This design comes from an exercise in tuning for small area and few clock cycles on the open sky130 flow, not from production work.
Function not checked in this run: the RTL went through the layout flow alone.
No activity file was given, so power comes from the tool's default toggle rates.

### flow/config.mk
export PLATFORM = sky130hd
export DESIGN_NAME = bms_codec
export DESIGN_NICKNAME = bms_codec
export VERILOG_FILES = /design/flow/design.v
export SDC_FILE = /design/flow/constraint.sdc
export NUM_CORES = 4
export LEC_CHECK = 0
export CAP_MARGIN = 20
export CORE_MARGIN = 2
export CORE_UTILIZATION = 40
export PLACE_DENSITY = 0.6
export SLEW_MARGIN = 20
### flow/constraint.sdc
create_clock -name core_clock -period 6.5 [get_ports {clk}]
set_input_delay 1.3000 -clock core_clock [delete_from_list [all_inputs] [get_ports {clk}]]
set_output_delay 1.3000 -clock core_clock [all_outputs]
set_load 0.01 [all_outputs]
### flow/design.v
module bms_frame_byte (
    input  wire [5:0]  idx,
    input  wire        soi_sel,
    input  wire [7:0]  addr,
    input  wire [7:0]  cid2,
    input  wire        has_info,
    input  wire [15:0] info,
    input  wire        len_dbl,
    input  wire        chk_dbl,
    input  wire [15:0] csum,       
    output reg  [7:0]  byte_out,
    output wire [5:0]  total_len,
    output wire        in_body
);
    localparam [7:0]  PROTO_VER  = 8'h22;
    localparam [7:0]  CID1       = 8'h46;
    localparam [11:0] INFO_LENID = 12'h002;
    function [7:0] hexchar;
        input [3:0] n;
        hexchar = (n < 4'd10) ? (8'h30 + {4'd0, n}) : (8'h37 + {4'd0, n});
    endfunction
    function [3:0] lchkf;
        input [11:0] l;
        reg   [5:0]  s;
        begin
            s = {2'd0, l[11:8]} + {2'd0, l[7:4]} + {2'd0, l[3:0]};
            lchkf = (~s[3:0]) + 4'd1;
        end
    endfunction
    function [7:0] nib_char;
        input [15:0] v;
        input [1:0]  k;
        case (k)
            2'd0: nib_char = hexchar(v[15:12]);
            2'd1: nib_char = hexchar(v[11:8]);
            2'd2: nib_char = hexchar(v[7:4]);
            default: nib_char = hexchar(v[3:0]);
        endcase
    endfunction
    function [7:0] field_byte;
        input [15:0] v;
        input [2:0]  p;
        input        dbl;
        reg   [7:0]  ch;
        begin
            if (dbl) begin
                ch = nib_char(v, p[2:1]);
                field_byte = p[0] ? hexchar(ch[3:0]) : hexchar(ch[7:4]);
            end else begin
                field_byte = nib_char(v, p[1:0]);
            end
        end
    endfunction
    wire [15:0] length_val = {lchkf(INFO_LENID), INFO_LENID};
    wire [5:0] l_len = (has_info && len_dbl) ? 6'd8 : 6'd4;
    wire [5:0] n_len = has_info ? (len_dbl ? 6'd8 : 6'd4) : 6'd0;
    wire [5:0] c_len = chk_dbl ? 6'd8 : 6'd4;
    wire [5:0] info_start = 6'd9 + l_len;
    wire [5:0] chk_start  = info_start + n_len;
    wire [5:0] eoi_pos    = chk_start + c_len;
    assign total_len = eoi_pos + 6'd1;
    assign in_body   = (idx != 6'd0) && (idx < chk_start);
    wire [5:0] p_len  = idx - 6'd9;
    wire [5:0] p_info = idx - info_start;
    wire [5:0] p_chk  = idx - chk_start;
    always @(*) begin
        if (idx == 6'd0)
            byte_out = soi_sel ? 8'h7E : 8'h3E;
        else if (idx == 6'd1)
            byte_out = hexchar(PROTO_VER[7:4]);
        else if (idx == 6'd2)
            byte_out = hexchar(PROTO_VER[3:0]);
        else if (idx == 6'd3)
            byte_out = hexchar(addr[7:4]);
        else if (idx == 6'd4)
            byte_out = hexchar(addr[3:0]);
        else if (idx == 6'd5)
            byte_out = hexchar(CID1[7:4]);
        else if (idx == 6'd6)
            byte_out = hexchar(CID1[3:0]);
        else if (idx == 6'd7)
            byte_out = hexchar(cid2[7:4]);
        else if (idx == 6'd8)
            byte_out = hexchar(cid2[3:0]);
        else if (idx < info_start)
            byte_out = has_info ? field_byte(length_val, p_len[2:0], len_dbl) : 8'h30;
        else if (idx < chk_start)
            byte_out = field_byte(info, p_info[2:0], len_dbl);
        else if (idx < eoi_pos)
            byte_out = field_byte(csum, p_chk[2:0], chk_dbl);
        else
            byte_out = 8'h0D;
    end
endmodule
module bms_codec (
    input  wire        clk,
    input  wire        rst,
    input  wire        req_valid,
    output wire        req_ready,
    input  wire [31:0] req_word,
    input  wire        din_valid,
    output wire        din_ready,
    input  wire [7:0]  din_byte,
    output reg         rsp_valid,
    output reg  [3:0]  rsp_status,
    output reg  [31:0] rsp_value,
    output reg         rsd_valid,
    output reg  [7:0]  rsd_byte,
    output reg         tx_valid,
    output reg  [7:0]  tx_byte,
    output reg         rxf_valid,
    output reg  [7:0]  rxf_byte
);
    localparam integer RX_CAP = 64;
    localparam [7:0] PROTO_VER    = 8'h22;
    localparam [7:0] CID2_TIME    = 8'h4D;
    localparam [7:0] CID2_PVER    = 8'h4F;
    localparam [7:0] CID2_DADDR   = 8'h50;
    localparam [7:0] CID2_MANUF   = 8'h51;
    localparam [7:0] CID2_ANALOG0 = 8'h42;
    localparam [7:0] CID2_ANALOG1 = 8'h43;
    localparam [15:0] ANALOG_INFO = 16'h00FF;
    localparam [3:0] ST_OK        = 4'h0;
    localparam [3:0] ST_LEN_OVF   = 4'h1;
    localparam [3:0] ST_ZERO_CHK  = 4'h3;
    localparam [3:0] ST_MALFORMED = 4'h4;
    localparam [3:0] ST_BAD_VER   = 4'h5;
    localparam [3:0] ST_ILLEGAL   = 4'h6;
    localparam [3:0] ST_CAP_FAULT = 4'h7;
    localparam [2:0] S_IDLE  = 3'd0;
    localparam [2:0] S_DRAIN = 3'd1;
    localparam [2:0] S_PCHK  = 3'd2;
    localparam [2:0] S_PUSH  = 3'd3;
    localparam [2:0] S_VALID = 3'd4;
    localparam [2:0] S_RXF   = 3'd5;
    localparam [2:0] S_PEEK  = 3'd6;
    localparam [2:0] S_ENC   = 3'd7;
    reg  [7:0]  cfg_addr;
    reg         cfg_soi_sel;
    reg         cfg_len_dbl;
    reg         cfg_chk_dbl;
    reg         fault;
    reg  [7:0]  rxbuf [0:RX_CAP-1];
    reg  [6:0]  rx_len;
    reg  [2:0]  state;
    reg  [15:0] cnt;           
    reg  [15:0] sum;           
    reg  [6:0]  idx;           
    reg  [3:0]  pend_status;   
    reg         set_fault;     
    reg  [7:0]  enc_cid2;
    reg         enc_has_info;
    reg  [15:0] enc_info;
    assign req_ready = (state == S_IDLE);
    assign din_ready = (state == S_DRAIN) || (state == S_PCHK) || (state == S_PUSH);
    wire req_fire = req_valid && req_ready;
    wire din_fire = din_valid && din_ready;
    wire [3:0]  op   = req_word[31:28];
    wire [15:0] n16  = req_word[15:0];
    wire        has_data = (op == 4'h6) || (op == 4'h7);
    reg legal;
    always @(*) begin
        case (op)
            4'h1: legal = (req_word[27:11] == 17'd0);
            4'h2: legal = (req_word[27:0] == 28'd0);
            4'h3: legal = req_word[24] ? (req_word[27:25] == 3'd0)
                                       : (req_word[27:24] == 4'd0 && req_word[15:0] == 16'd0);
            4'h4: legal = (req_word[27:4] == 24'd0) && (req_word[3:0] <= 4'h5);
            4'h5: legal = (req_word[27:16] == 12'd0);
            4'h6: legal = (req_word[27:16] == 12'd0);
            4'h7: legal = (req_word[27:16] == 12'd0);
            4'h8: legal = (req_word[27:0] == 28'd0);
            default: legal = 1'b0;
        endcase
    end
    reg  [7:0]  cmd_cid2;
    reg         cmd_has_info;
    always @(*) begin
        cmd_has_info = 1'b0;
        case (req_word[2:0])
            3'd0: cmd_cid2 = CID2_TIME;
            3'd1: cmd_cid2 = CID2_PVER;
            3'd2: cmd_cid2 = CID2_DADDR;
            3'd3: cmd_cid2 = CID2_MANUF;
            3'd4: begin cmd_cid2 = CID2_ANALOG0; cmd_has_info = 1'b1; end
            default: begin cmd_cid2 = CID2_ANALOG1; cmd_has_info = 1'b1; end
        endcase
    end
    wire [5:0] lsum = {2'd0, n16[11:8]} + {2'd0, n16[7:4]} + {2'd0, n16[3:0]};
    wire [3:0] lchk = (~lsum[3:0]) + 4'd1;
    wire [7:0]  frame_byte;
    wire [5:0]  frame_len;
    wire        frame_in_body;
    wire [15:0] frame_csum = (~sum) + 16'd1;
    bms_frame_byte u_frame (
        .idx       (idx[5:0]),
        .soi_sel   (cfg_soi_sel),
        .addr      (cfg_addr),
        .cid2      (enc_cid2),
        .has_info  (enc_has_info),
        .info      (enc_info),
        .len_dbl   (cfg_len_dbl),
        .chk_dbl   (cfg_chk_dbl),
        .csum      (frame_csum),
        .byte_out  (frame_byte),
        .total_len (frame_len),
        .in_body   (frame_in_body)
    );
    wire [6:0] rx_last_idx = rx_len - 7'd1;
    reg  [3:0] val_status;
    always @(*) begin
        if (rx_len < 7'd3)
            val_status = ST_MALFORMED;
        else if (rxbuf[0] != 8'h3E && rxbuf[0] != 8'h7E)
            val_status = ST_MALFORMED;
        else if (rxbuf[1] != PROTO_VER)
            val_status = ST_BAD_VER;
        else if (rxbuf[rx_last_idx[5:0]] != 8'h0D)
            val_status = ST_MALFORMED;
        else
            val_status = ST_OK;
    end
    wire [16:0] push_len = {10'd0, rx_len} + {1'b0, n16};
    wire [15:0] sum_next = sum + {8'd0, din_byte};
    always @(posedge clk) begin
        if (rst) begin
            cfg_addr     <= 8'h01;
            cfg_soi_sel  <= 1'b0;
            cfg_len_dbl  <= 1'b0;
            cfg_chk_dbl  <= 1'b0;
            fault        <= 1'b0;
            rx_len       <= 7'd0;
            state        <= S_IDLE;
            cnt          <= 16'd0;
            sum          <= 16'd0;
            idx          <= 7'd0;
            pend_status  <= ST_OK;
            set_fault    <= 1'b0;
            enc_cid2     <= 8'd0;
            enc_has_info <= 1'b0;
            enc_info     <= 16'd0;
            rsp_valid    <= 1'b0;
            rsp_status   <= 4'd0;
            rsp_value    <= 32'd0;
            rsd_valid    <= 1'b0;
            rsd_byte     <= 8'd0;
            tx_valid     <= 1'b0;
            tx_byte      <= 8'd0;
            rxf_valid    <= 1'b0;
            rxf_byte     <= 8'd0;
        end else begin
            rsp_valid <= 1'b0;
            rsd_valid <= 1'b0;
            tx_valid  <= 1'b0;
            rxf_valid <= 1'b0;
            case (state)
            S_IDLE: begin
                if (req_fire) begin
                    rsp_status <= ST_OK;
                    rsp_value  <= 32'd0;
                    cnt        <= n16;
                    sum        <= 16'd0;
                    idx        <= 7'd0;
                    set_fault  <= 1'b0;
                    if (fault || !legal) begin
                        pend_status <= fault ? ST_CAP_FAULT : ST_ILLEGAL;
                        if (has_data && n16 != 16'd0) begin
                            state <= S_DRAIN;
                        end else begin
                            rsp_valid  <= 1'b1;
                            rsp_status <= fault ? ST_CAP_FAULT : ST_ILLEGAL;
                        end
                    end else begin
                        case (op)
                        4'h1: begin  
                            cfg_addr    <= req_word[7:0];
                            cfg_soi_sel <= req_word[8];
                            cfg_len_dbl <= req_word[9];
                            cfg_chk_dbl <= req_word[10];
                            rsp_valid   <= 1'b1;
                        end
                        4'h2: begin  
                            rsp_valid <= 1'b1;
                            rsp_value <= {21'd0, cfg_chk_dbl, cfg_len_dbl, cfg_soi_sel, cfg_addr};
                        end
                        4'h3: begin  
                            enc_cid2     <= req_word[23:16];
                            enc_has_info <= req_word[24];
                            enc_info     <= req_word[15:0];
                            state        <= S_ENC;
                        end
                        4'h4: begin  
                            enc_cid2     <= cmd_cid2;
                            enc_has_info <= cmd_has_info;
                            enc_info     <= ANALOG_INFO;
                            state        <= S_ENC;
                        end
                        4'h5: begin  
                            rsp_valid <= 1'b1;
                            if (n16 > 16'h0FFF)
                                rsp_status <= ST_LEN_OVF;
                            else
                                rsp_value <= {28'd0, lchk};
                        end
                        4'h6: begin  
                            if (n16 == 16'd0) begin
                                rsp_valid  <= 1'b1;
                                rsp_status <= ST_ZERO_CHK;
                            end else begin
                                state <= S_PCHK;
                            end
                        end
                        4'h7: begin  
                            if (push_len > RX_CAP) begin
                                set_fault   <= 1'b1;
                                pend_status <= ST_CAP_FAULT;
                                if (n16 != 16'd0) begin
                                    state <= S_DRAIN;
                                end else begin
                                    fault      <= 1'b1;
                                    rsp_valid  <= 1'b1;
                                    rsp_status <= ST_CAP_FAULT;
                                end
                            end else if (n16 == 16'd0) begin
                                state <= S_VALID;
                            end else begin
                                state <= S_PUSH;
                            end
                        end
                        default: begin  
                            if (rx_len == 7'd0)
                                rsp_valid <= 1'b1;
                            else
                                state <= S_PEEK;
                        end
                        endcase
                    end
                end
            end
            S_DRAIN: begin
                if (din_fire) begin
                    cnt <= cnt - 16'd1;
                    if (cnt == 16'd1) begin
                        if (set_fault)
                            fault <= 1'b1;
                        rsp_valid  <= 1'b1;
                        rsp_status <= pend_status;
                        state      <= S_IDLE;
                    end
                end
            end
            S_PCHK: begin
                if (din_fire) begin
                    cnt <= cnt - 16'd1;
                    sum <= sum_next;
                    if (cnt == 16'd1) begin
                        rsp_valid <= 1'b1;
                        if (sum_next == 16'd0)
                            rsp_status <= ST_ZERO_CHK;
                        else
                            rsp_value <= {16'd0, (~sum_next) + 16'd1};
                        state <= S_IDLE;
                    end
                end
            end
            S_PUSH: begin
                if (din_fire) begin
                    rxbuf[rx_len[5:0]] <= din_byte;
                    rx_len <= rx_len + 7'd1;
                    cnt    <= cnt - 16'd1;
                    if (cnt == 16'd1)
                        state <= S_VALID;
                end
            end
            S_VALID: begin
                if (rx_len == 7'd0) begin
                    rsp_valid <= 1'b1;   
                    state     <= S_IDLE;
                end else if (val_status != ST_OK) begin
                    rsp_valid  <= 1'b1;
                    rsp_status <= val_status;
                    state      <= S_IDLE;
                end else begin
                    idx   <= 7'd0;
                    state <= S_RXF;
                end
            end
            S_RXF: begin
                rxf_valid <= 1'b1;
                rxf_byte  <= rxbuf[idx[5:0]];
                idx       <= idx + 7'd1;
                if (idx == rx_last_idx) begin
                    rx_len    <= 7'd0;
                    rsp_valid <= 1'b1;
                    rsp_value <= 32'd1;
                    state     <= S_IDLE;
                end
            end
            S_PEEK: begin
                rsd_valid <= 1'b1;
                rsd_byte  <= rxbuf[idx[5:0]];
                idx       <= idx + 7'd1;
                if (idx == rx_last_idx) begin
                    rsp_valid <= 1'b1;
                    rsp_value <= {25'd0, rx_len};
                    state     <= S_IDLE;
                end
            end
            S_ENC: begin
                tx_valid <= 1'b1;
                tx_byte  <= frame_byte;
                idx      <= idx + 7'd1;
                if (frame_in_body)
                    sum <= sum + {8'd0, frame_byte};
                if (idx[5:0] == frame_len - 6'd1) begin
                    rsp_valid <= 1'b1;
                    rsp_value <= {26'd0, frame_len};
                    state     <= S_IDLE;
                end
            end
            default: state <= S_IDLE;
            endcase
        end
    end
endmodule
### flow/run.sh
#!/bin/bash
# synth_recipe.tcl (not shown) runs the flow's synth.tcl, then flattens the netlist and writes it again
# the make line also repeats each setting of config.mk as NAME=value (left out here)
make -C /OpenROAD-flow-scripts/flow DESIGN_CONFIG=/design/flow/config.mk WORK_HOME=/design/flow/orfs CLKGATE_MAP_FILE= SYNTH_SCRIPT=/design/flow/synth_recipe.tcl finish
==> summary.txt <==
Finished Core Util=45.85%; unrepaired setup endpoints after global routing=false; global-route wire length before repair=~170 mm; most frequent cells in the layout=edfxtp_1 (512), nor2_1 (265), nand2_1 (199); Port-buffer cells=91; hold_buf cts=0; final worst-path cycle share=between 90% and 100%; synthesized flop and latch total=between 600 and 700; fillcell total=7729; DRT antenna net count=0; EDFF count, synth=~510; Slew @ Worst Pin=1.125 ns; Final HPWL DP=79.02 mm; Iter 0 DRT Violations=3370; synth warn=2; Core Rows=between 100 and 150; pin count of the biggest net entering global routing=73; Die Y=297.7 um; max_cap viols=0; Layout Nets=between 3000 and 4000; clock latency (worst-skew pair)=between 0.6 and 0.7 ns; Clock Path Buffers=3; final wirelength=111.7 mm; GPL Wtd Cong=0.9567; area of the core=0.08528 mm^2; Pre-antenna DRT Iters=6; Top Ports=110; CTS clk-pin slew, worst paths=0.06 ns; area of the mapped netlist=0.03451 mm^2; Slew Limit Fails=0; sequential share of power=48.8%; P_int=7.033 mW; via/cell ratio=~6.3; ys async rst share=0%; initial core utilization=40.47%; status=no timing/DRC/antenna violations; CTS sink cnt=653; CP Data Required Time=between 6 and 7 ns; Startpoint Class=register; wire per inst=27.04 um; placed instance area=roughly 0.037 mm^2; CTS Buf Count=74; Post-Syn Instances=between 2000 and 3000; initial antenna violation count=6; DRC violations left=0; sequential share of the synthesized area=between 50% and 60%; pwr dens=approximately 240 mW/mm^2; Layout area overhead=13.28%; Net Switching=between 2 and 2.5 mW; Synth Flop Type=edfxtp_1; CP Max Fanout=9; CP arrival=approximately 6.6 ns; Final setup viols=0; layout cells sized above 1=between 10% and 20%; setup_tns=0 ns; Tightest Hold Check Type=reg2reg; most common cell after layout, fill and taps aside=edfxtp_1; critical path type=reg2reg; Logic pwr share=8.1%; Worst Setup End Kind=register; die width=between 200 and 300 um; post-synthesis cell type count=95; GRT overflow=0; Final Cell Area=roughly 0.039 mm^2; peak supply drop=between 0.2 and 0.25 mV; Leak Pwr=roughly 12 nW; final hold slack=around 0.45 ns; Switching Share=between 20% and 30%; die area=0.08865 mm^2; TritonCTS clock tree=built; highest clock rate=around 160 MHz; Hold Vio Cnt, Final=0; clock skew=around 0.05 ns; vias in the first global route=about 25000; Root Driver=clkbuf_16; Rel. slew slack=24.69%; All-Layer GR Usage=between 20 and 25%; Clock Power Share=43.1%; H-Tree Depth=3; DR vias=26090; Tmin final=between 6 and 7 ns; Avg Inst Size Synth=12.04 um^2
==> through the flow <==
| stage | cells | total power [mW] | setup slack [ns] |
|---|---|---|---|
| finish | 4132 | 9.328 | 0.3687 |
| global route | 4131 | 9.614 | 0.005008 |
| CTS | 4129 | 9.377 | 0.2308 |
| detailed placement | 3999 | 5.381 | 0.2676 |
| global placement | 3999 | 5.373 | 0.3152 |
| floorplan | 2883 | 5.089 | 0.5715 |
==> logic make-up (layout without fill, tap and decap cells) <==
family,count (synthesis),count (layout),synth area share [%]
AO/OA/AOI/OAI,587,587,11.53
multiplexers,203,203,12.28
XOR/XNOR,89,89,2.342
AND/OR/NAND/NOR,987,987,15.03
flip-flops,653,653,52.73
buffers and inverters,273,376,3.252
adder cells (fa/ha/maj),73,73,2.820
other,1,20,0.01087
==> power groups by stage <==
stage                     Combinational, mW  Sequential [mW]  Clock [mW]
final                                 0.755             4.55        4.02
after CTS                             0.744             4.55        4.08
after detailed placement              0.741             4.64           0
after global routing                  0.815             4.55        4.25
after floorplan                       0.470             4.62           0
after global placement                0.736             4.64           0
==> critical path, stage by stage (launching register included) <==
cell and delay [ns]:
dfxtp_1 0.42, inv_1 0.17, ha_1 0.34, nor4b_4 0.48, nand4_1 0.17, xnor2_1 0.40, ha_1 0.33, o2111ai_1 0.13
a21boi_0 0.37, o21ai_0 0.15, a2111oi_0 0.53, a21oi_1 0.21, o21ai_1 0.25, ha_1 0.31, a21o_1 0.20, a21o_1 0.20
a2111oi_0 0.43, buf_4 0.20, or3_1 0.14, nor4_1 0.07, a32o_1 0.27, a22oi_1 0.17, nor2_1 0.06
==> area by class of cell <==
class	count	area [um^2]	area share, %
Antenna cell	2	5.005	0.01280
Clock buffer	93	1943	4.970
Sequential cell	653	18210	46.57
Multi-Input combinational cell	1957	15320	39.20
Inverter	76	285.3	0.7296
Clock inverter	37	395.4	1.011
Tap cell	1144	1431	3.661
Timing Repair Buffer	170	1506	3.853
==> metal layers <==
| layer | wire length [um] | vias up | track usage (%) |
|---|---|---|---|
| li1 | - | 11360 | - |
| met1 | 45790 | 13090 | 33.90 |
| met2 | 51090 | 1384 | 38.97 |
| met3 | 10660 | 248 | 4.952 |
| met4 | 4170 | 4 | 9.127 |
| met5 | 27 | - | 0 |
==> cell usage after synthesis (28+ instances only) <==
cell / number / area (um^2)
nand2_1: 199 / 747.0
a211oi_1: 50 / 375.4
or4_1: 28 / 210.2
xor2_1: 33 / 289.0
mux4_2: 176 / 3964
nor2_1: 266 / 998.5
inv_1: 74 / 277.8
nor4_1: 58 / 362.9
clkbuf_1: 134 / 503.0
edfxtp_1: 512 / 15370
a21oi_1: 153 / 765.7
dfxtp_1: 141 / 2823
buf_1: 28 / 105.1
nand4_1: 39 / 244.0
nor3_1: 82 / 410.4
nand3_1: 83 / 415.4
ha_1: 65 / 813.3
o21ai_0: 104 / 520.5
xnor2_1: 54 / 473.0
==> state kept, by name, indices dropped and copies added, names as in the netlist, 2 cells and up, named ones only <==
signal and count:
cfg_addr 8, cnt 16, enc_cid2 8, enc_info 16
idx 7, pend_status 2, rsd_byte 8, rsp_status 3
rsp_value 16, rx_len 7, rxbuf 512, rxf_byte 8
state 3, sum 16, tx_byte 7
==> final timing paths <==
check | start | slack (ns) | cells past startpoint | end
worst max-delay path | sum[1]$_SDFFE_PP0P_ | 0.37 | 22 | sum[15]$_SDFFE_PP0P_
worst min-delay path | rsp_value[12]$_SDFFE_PP0P_ | 0.45 | 2 | rsp_value[12]$_SDFFE_PP0P_
worst max register to register | sum[1]$_SDFFE_PP0P_ | 0.37 | 22 | sum[15]$_SDFFE_PP0P_
worst min register to register | rsp_value[12]$_SDFFE_PP0P_ | 0.45 | 2 | rsp_value[12]$_SDFFE_PP0P_
==> timing repair <==
action / CTS / global route
setup endpoints to repair: 0 / 6
buffers inserted: 0 / 0
gates resized for setup: 0 / 4

==> re-timing with driven ports <==
No port has a modelled driver above. Below, the same layout with a new extraction and two added sets of constraints. Step 1: set_driving_cell puts a clkbuf_16 on clk and a buf_2 on each other input, an assumption about the parent block. Step 2 times the ports against the registers' clock, not the clock port: input delays grow and output delays shrink by t, the midpoint of the rising clock arrivals with the driver on. Slacks: no drivers / after step 1 / after step 2; pairs: no drivers / after step 1.
t (ns): 0.703
setup WS [ns]: 0.369 / 0.369 / 0.369
hold WS [ns]: 0.453 / 0.453 / 0.453
latest minus earliest clock arrival (ns): 0.050 / 0.051
After both steps setup and hold are still met in this run. The setup slack of this run moves by 0.000 ns with the drivers and by 0.000 ns with both steps.
